Context: an optimization exercise on an open-source flow, tuned for small area and a short achievable clock period. The choices shown serve that exercise and are no tape-out recipe. Function was checked by simulation only, so behaviour that the tests miss may differ from the original. Power and IR drop assume default switching activity.

// acc
module acc (
    input  wire        clk,
    input  wire        rst,
    input  wire        req_valid,
    input  wire [31:0] req_word,
    output wire        rsp_valid,
    output wire [31:0] rsp_word
);
    wire [3:0] op = req_word[31:28];
    wire [7:0] r8 = req_word[23:16];
    wire [7:0] g8 = req_word[15:8];
    wire [7:0] b8 = req_word[7:0];
    reg       seq_active;
    reg       seq_sub;
    reg [7:0] seq_cur;
    wire mbz_ok = req_word[27:24] == 4'd0;
    wire op_nrm  = mbz_ok & (op == 4'h1);
    wire op_brt  = mbz_ok & (op == 4'h2);
    wire op_ergb = mbz_ok & (op == 4'h3);
    wire op_egry = mbz_ok & (op == 4'h4);
    wire op_e24  = mbz_ok & (op == 4'h5);
    wire op_evar = mbz_ok & (op == 4'h6);
    wire op_cls  = mbz_ok & (op == 4'h7);
    wire op_from = mbz_ok & (op == 4'h8);
    wire op_nrgb = mbz_ok & (op == 4'h9);
    wire op_ngry = mbz_ok & (op == 4'hA);
    wire op_n24  = mbz_ok & (op == 4'hB);
    wire op_strt = mbz_ok & (op == 4'hC);
    wire op_next = mbz_ok & (op == 4'hD);
    wire z_hi  = req_word[23:11] == 13'd0;
    wire z_8   = z_hi & (req_word[10:8] == 3'd0);
  ...
Settings: LEC_CHECK=0, ABC_AREA=1, CAP_MARGIN=20, CORE_MARGIN=2, CORE_UTILIZATION=40, SETUP_SLACK_MARGIN=2, SLEW_MARGIN=20; clock period 11.0 ns.
run.sh (not shown) runs the stock make flow with config.mk's settings and CLKGATE_MAP_FILE= SYNTH_SCRIPT=/design/flow/synth_recipe.tcl, a recipe that flattens the netlist after the stock synthesis.
The baseline went through all stages and came out clean.
Rerun with:
--- a/flow/config.mk
+++ b/flow/config.mk
@@ -12 +12 @@
-export SETUP_SLACK_MARGIN = 2
+export SETUP_SLACK_MARGIN = 4
What happened: Register-to-register slack gets better by 190 ps. Sequential power hardly moves. Wire length climbs by 15%. Cell area rose by 27%. Synthesized cell count is unchanged. Clock-buffer cell count grows by 1. Core utilization rises by 13 points.
Rerun with:
--- a/flow/config.mk
+++ b/flow/config.mk
@@ -8 +7,0 @@
-export ABC_AREA = 1
@@ -12 +10,0 @@
-export SETUP_SLACK_MARGIN = 4
After rerunning: Final cell count goes down by 17%. Sequential power is about the same. Wire length goes up by 3.9%. Worst setup slack got worse by 2200 ps. Clock power goes down by about 3%. Sequential share of layout area goes up by 1.2 points. Via count goes down by 2.1%. Power goes down by 20%. Clock skew hardly moves.
Rerun with:
==> flow/flow/run.sh (new file) <==
#!/bin/bash
# Standard layout, with the port buffers made of plain buffers
# (sky130_fd_sc_hd__buf_2) instead of the resizer's default choice.
set -e
cp config.mk config.orig.mk
echo "export BUFFER_PORTS_ARGS = -buffer_cell sky130_fd_sc_hd__buf_2" >> config.mk
bash standard.sh > standard.log 2>&1
==> flow/standard.sh (new file) <==
#!/bin/bash
# synth_recipe.tcl (not shown) runs the flow's synth.tcl, then flattens the netlist and writes it again
# the make line also repeats each setting of config.mk as NAME=value (left out here)
make -C /OpenROAD-flow-scripts/flow DESIGN_CONFIG=/design/flow/config.mk WORK_HOME=/design/flow/orfs CLKGATE_MAP_FILE= SYNTH_SCRIPT=/design/flow/synth_recipe.tcl "${@:-finish}"
--- a/flow/config.mk
+++ b/flow/config.mk
@@ -7,0 +8 @@
+export ABC_AREA = 1
@@ -10,0 +12 @@
+export SETUP_SLACK_MARGIN = 2
@@ -11,0 +14 @@
+export BUFFER_PORTS_ARGS = -buffer_cell sky130_fd_sc_hd__buf_2
removed: flow/run.sh
Outcome:
- clock skew went up by 4.4 ps
- final area shrinks by 11%
- setup slack improved by 1700 ps
- worst hold slack gets worse by 56 ps
- clock power fell by about 12%
- non-clock buffer count drops by 17
Rerun with:
==> flow/run.sh (new file) <==
#!/bin/bash
# synth_recipe.tcl (not shown) runs the flow's synth.tcl, then flattens the netlist and writes it again
# the make line also repeats each setting of config.mk as NAME=value (left out here)
make -C /OpenROAD-flow-scripts/flow DESIGN_CONFIG=/design/flow/config.mk WORK_HOME=/design/flow/orfs CLKGATE_MAP_FILE= SYNTH_SCRIPT=/design/flow/synth_recipe.tcl finish
--- a/flow/config.mk
+++ b/flow/config.mk
@@ -12 +11,0 @@
-export SETUP_SLACK_MARGIN = 2
@@ -14 +12,0 @@
-export BUFFER_PORTS_ARGS = -buffer_cell sky130_fd_sc_hd__buf_2
removed: flow/flow/run.sh
removed: flow/standard.sh
Register-to-register slack got worse by 60 ps.
Sequential share of layout area drops by 0.33 points.
Synthesized area does not change.
Die area is unchanged.
Non-clock buffer count drops by 4.
Maximum frequency goes down by about 14%.
Wire length falls by about 3%.
Via count increases by about 0.9%.
Cell area increases by 4.6%.
Worst setup slack gets worse by 1400 ps.
Sequential power barely changes.

[port drivers added, routing unchanged]
No port has a modelled driver above. Below, the same layouts with a new extraction and two added sets of constraints. Step 1: set_driving_cell puts a clkbuf_16 on clk and a buf_2 on each other input, an assumption about the parent block. Step 2, shift: input delay + t, output delay - t, t = (earliest + latest rising clock arrival at the registers) / 2. This alone moves slack from input paths to output paths. Slacks: ideal ports / drivers / drivers and shift; pairs: ideal ports / drivers.
run | t (ns) | setup slack, ns | hold slack, ns | worst setup path after step 2 | cell pins on the clock port's net
the first run | 0.256 | 2.120 / 2.091 / 2.091 | 0.472 / 0.472 / 0.472 | input to output | 1
the second run | 0.261 | 2.943 / 2.894 / 2.894 | 0.479 / 0.479 / 0.479 | input to output | 1
the third run | 0.266 | 0.774 / 0.744 / 0.744 | 0.529 / 0.529 / 0.529 | input to output | 1
the fourth run | 0.262 | 2.466 / 2.442 / 2.442 | 0.473 / 0.473 / 0.473 | input to output | 1
the fifth run | 0.256 | 1.095 / 1.071 / 1.071 | 0.472 / 0.472 / 0.472 | input to output | 1
After both steps setup and hold are still met in every run listed. The setup slack of the second run, which loses most, moves by -0.049 ns with the drivers and by -0.049 ns with both steps.
